This design comes from an exercise in tuning for small area, a short achievable clock period and few clock cycles on the open sky130 flow, not from production work.
The RTL was checked by simulation tests, not by an equivalence proof against the original design.
Power and IR drop assume default switching activity.

== P ==
## psg_voice
module psg_voice #(
    parameter NFRAMES = 16              
) (
    input  wire         clk,
    input  wire         rst,
    input  wire         cmd_valid,
    output wire         cmd_ready,
    input  wire [3:0]   cmd_op,
    input  wire [1:0]   cmd_ch,
    input  wire [7:0]   cmd_velocity,
    input  wire [31:0]  cmd_duration,
    input  wire [31:0]  cmd_adsr,       
    input  wire [7:0]   cmd_vol,
    input  wire [7:0]   cmd_pan,
    input  wire [47:0]  cmd_inc,
    input  wire [127:0] cmd_arg,
    output reg          rsp_valid,
    output reg  [1:0]   rsp_status,
    output reg          rsp_tick,
    output reg          smp_valid,
    input  wire         smp_ready,
    output reg          smp_last,
    output reg  signed [17:0] smp_left,
    output reg  signed [17:0] smp_right
);
Settings: LEC_CHECK=0, CAP_MARGIN=20, CORE_MARGIN=2, CORE_UTILIZATION=40, SLEW_MARGIN=20; clock period 18.0 ns.
standard.sh (not shown) runs the stock make flow with config.mk's settings and CLKGATE_MAP_FILE= SYNTH_SCRIPT=/design/flow/synth_recipe.tcl, a recipe that flattens the netlist after the stock synthesis.
==> flow/flow/run.sh <==
#!/bin/bash
# Layout: the standard ORFS flow on the design's SDC, in three make calls.
#  - Synthesis is the standard one (synth_recipe.tcl: -nofsm -noshare, flatten, rename)
#    except that adders are left to ABC instead of being mapped to full/half-adder
#    cells (ADDER_MAP_FILE empty); the registers are the same.
#  - The timing repairs after clock-tree synthesis and after global routing are asked
#    to leave more setup slack than the design's period needs (more after CTS, where
#    the parasitics are still estimated from placement).
# Every tool's log stays under orfs/logs; each make call's output goes to its own log.
set -euo pipefail
bash standard.sh ADDER_MAP_FILE= place > make_place.log 2>&1
bash standard.sh ADDER_MAP_FILE= SETUP_SLACK_MARGIN=12.6 cts > make_cts.log 2>&1
bash standard.sh ADDER_MAP_FILE= SETUP_SLACK_MARGIN=12 finish > make_finish.log 2>&1
Testbench counts of P, summed over its fixed seeds: cycles 56,605.
Input-level comparison between Q and P:
Settings: changing CORE_UTILIZATION from 40 to 55.
Notes after the runs:
Q closes out successfully: all stages finished, all timing, DRC and antenna checks passed. Changes observed in Q relative to P: worst hold margin fell 0.0033 ns; iteration count of the initial detailed-routing pass rose 6; multi-input combinational cell count about even; fraction of power consumed by the clock network fell 1.0 points; number of buffers created by CTS rose 1. Of Q and P, the run reporting the lower arrival time at the worst endpoint was P. Changes observed in Q relative to P: largest stage delay on the critical path went up by 0.14 ns, slew of the pin with the lowest slew margin went down by 0.086 ns. Relative to P, Q improves placeable core area. Fraction of the core area covered by cells at the end of the flow: Q > P. Routed wire length delta (Q − P): unfavourable.
Edits applied to the flow inputs when going from Q to R:
Settings: CTS_BUF_LIST newly set to sky130_fd_sc_hd__clkbuf_8; CORE_UTILIZATION changed from 55 to 40.
--- a/flow/flow/run.sh
+++ b/flow/flow/run.sh
@@ -5,2 +5,4 @@
 #    cells (ADDER_MAP_FILE empty); the registers are the same.
+#  - Every input and output port still gets its own buffer, a plain buf_2 instead of
+#    the delay buffer buffer_ports picks by default.
 #  - The timing repairs after clock-tree synthesis and after global routing are asked
@@ -10,4 +12,5 @@
 set -euo pipefail
-bash standard.sh ADDER_MAP_FILE= place > make_place.log 2>&1
-bash standard.sh ADDER_MAP_FILE= SETUP_SLACK_MARGIN=12.6 cts > make_cts.log 2>&1
-bash standard.sh ADDER_MAP_FILE= SETUP_SLACK_MARGIN=12 finish > make_finish.log 2>&1
+PORTS='BUFFER_PORTS_ARGS=-buffer_cell sky130_fd_sc_hd__buf_2'
+bash standard.sh ADDER_MAP_FILE= "$PORTS" place > make_place.log 2>&1
+bash standard.sh ADDER_MAP_FILE= "$PORTS" SETUP_SLACK_MARGIN=12.6 cts > make_cts.log 2>&1
+bash standard.sh ADDER_MAP_FILE= "$PORTS" SETUP_SLACK_MARGIN=12 finish > make_finish.log 2>&1
--- outcome ---
R — fraction of area in non-clock buffers 3.4 points lower, Q as reference
Summary — number of buffers inserted by post-CTS setup repair, R relative to Q: lower, by 41.
When the final numbers for R and Q were put side by side, the total area of multi-input combinational cells turned out to be greater in Q.

========
psg_voice again, from the RTL that the note above started with.
clock: 18.0 ns
lec_check: 0
cap_margin: 20
core_margin: 2
core_utilization: 40
cts_buf_list: sky130_fd_sc_hd__clkbuf_4 sky130_fd_sc_hd__clkbuf_8
slew_margin: 20
==> flow/flow/run.sh <==
#!/bin/bash
# Layout: the standard ORFS flow on the design's SDC, in three make calls.
#  - Synthesis is the standard one (synth_recipe.tcl: -nofsm -noshare, flatten, rename)
#    except that adders are left to ABC instead of being mapped to full/half-adder
#    cells (ADDER_MAP_FILE empty); the registers are the same.
#  - Every input and output port still gets its own buffer, a plain buf_1 instead of
#    the delay buffer buffer_ports picks by default.
#  - The timing repairs after clock-tree synthesis and after global routing are asked
#    to leave more setup slack than the design's period needs (more after CTS, where
#    the parasitics are still estimated from placement).
# Every tool's log stays under orfs/logs; each make call's output goes to its own log.
set -euo pipefail
PORTS='BUFFER_PORTS_ARGS=-buffer_cell sky130_fd_sc_hd__buf_1'
bash standard.sh ADDER_MAP_FILE= "$PORTS" place > make_place.log 2>&1
bash standard.sh ADDER_MAP_FILE= "$PORTS" SETUP_SLACK_MARGIN=12.6 cts > make_cts.log 2>&1
bash standard.sh ADDER_MAP_FILE= "$PORTS" SETUP_SLACK_MARGIN=12 finish > make_finish.log 2>&1
The starting point went through all stages and came out clean.
Testbench counts at the start, summed over its fixed seeds: cycles 56,605.
==> next run, changes <==
--- a/flow/flow/run.sh
+++ b/flow/flow/run.sh
@@ -6 +6 @@
-#  - Every input and output port still gets its own buffer, a plain buf_1 instead of
+#  - Every input and output port still gets its own buffer, a plain buf_2 instead of
@@ -13 +13 @@
-PORTS='BUFFER_PORTS_ARGS=-buffer_cell sky130_fd_sc_hd__buf_1'
+PORTS='BUFFER_PORTS_ARGS=-buffer_cell sky130_fd_sc_hd__buf_2'
@@ -15,2 +15,2 @@
-bash standard.sh ADDER_MAP_FILE= "$PORTS" SETUP_SLACK_MARGIN=12.6 cts > make_cts.log 2>&1
-bash standard.sh ADDER_MAP_FILE= "$PORTS" SETUP_SLACK_MARGIN=12 finish > make_finish.log 2>&1
+bash standard.sh ADDER_MAP_FILE= "$PORTS" SETUP_SLACK_MARGIN=13 cts > make_cts.log 2>&1
+bash standard.sh ADDER_MAP_FILE= "$PORTS" SETUP_SLACK_MARGIN=12.4 finish > make_finish.log 2>&1
--- a/flow/config.mk
+++ b/flow/config.mk
@@ -11 +11 @@
-export CTS_BUF_LIST = sky130_fd_sc_hd__clkbuf_4 sky130_fd_sc_hd__clkbuf_8
+export CTS_BUF_LIST = sky130_fd_sc_hd__clkbuf_8
Effect: Non-clock buffer count came out higher by 293. Worst setup slack degrades by 0.068 ns. Global-route usage goes up by 1.6 points. Via count is higher by a few percent. Worst hold slack improved by 0.0068 ns. Critical path depth shrinks by 1. Sequential share of layout area decreases by 2.5 points. Final cell count climbs by a few percent. Routed wire length increases by a little under a tenth. Core utilization rose by 3.8 points.

-- what the ideal ports hide --
How much do the figures lean on ideal ports? The routed layouts below were timed once more, with nothing changed but the port constraints. Step 1 assumes that a clkbuf_16 drives the clock port and a buf_2 every other input. Step 2 moves the port delays by t, midway between the first and last clock arrival at a register: inputs arrive t later, outputs are due t later. That takes back most of the time a late clock gives input paths. Three values: ideal ports, drivers, drivers and shift; two values: the first two.
run	t, ns	setup WS [ns]	worst setup path at the end	worst slew at a driven data input, ns
P	0.831	12.060 / 12.097 / 11.267	input to register	0.16
Q	0.815	12.049 / 12.084 / 11.269	input to register	0.16
R	0.986	12.301 / 12.303 / 11.323	input to register	0.16
the first run of note 2	0.990	12.259 / 12.274 / 11.283	input to register	0.15
the second run of note 2	0.990	12.191 / 12.187 / 11.197	input to register	0.16
After both steps every run listed still meets setup and hold. The setup slack of the second run of note 2, which loses most, moves by -0.004 ns with the drivers and by -0.994 ns with both steps.
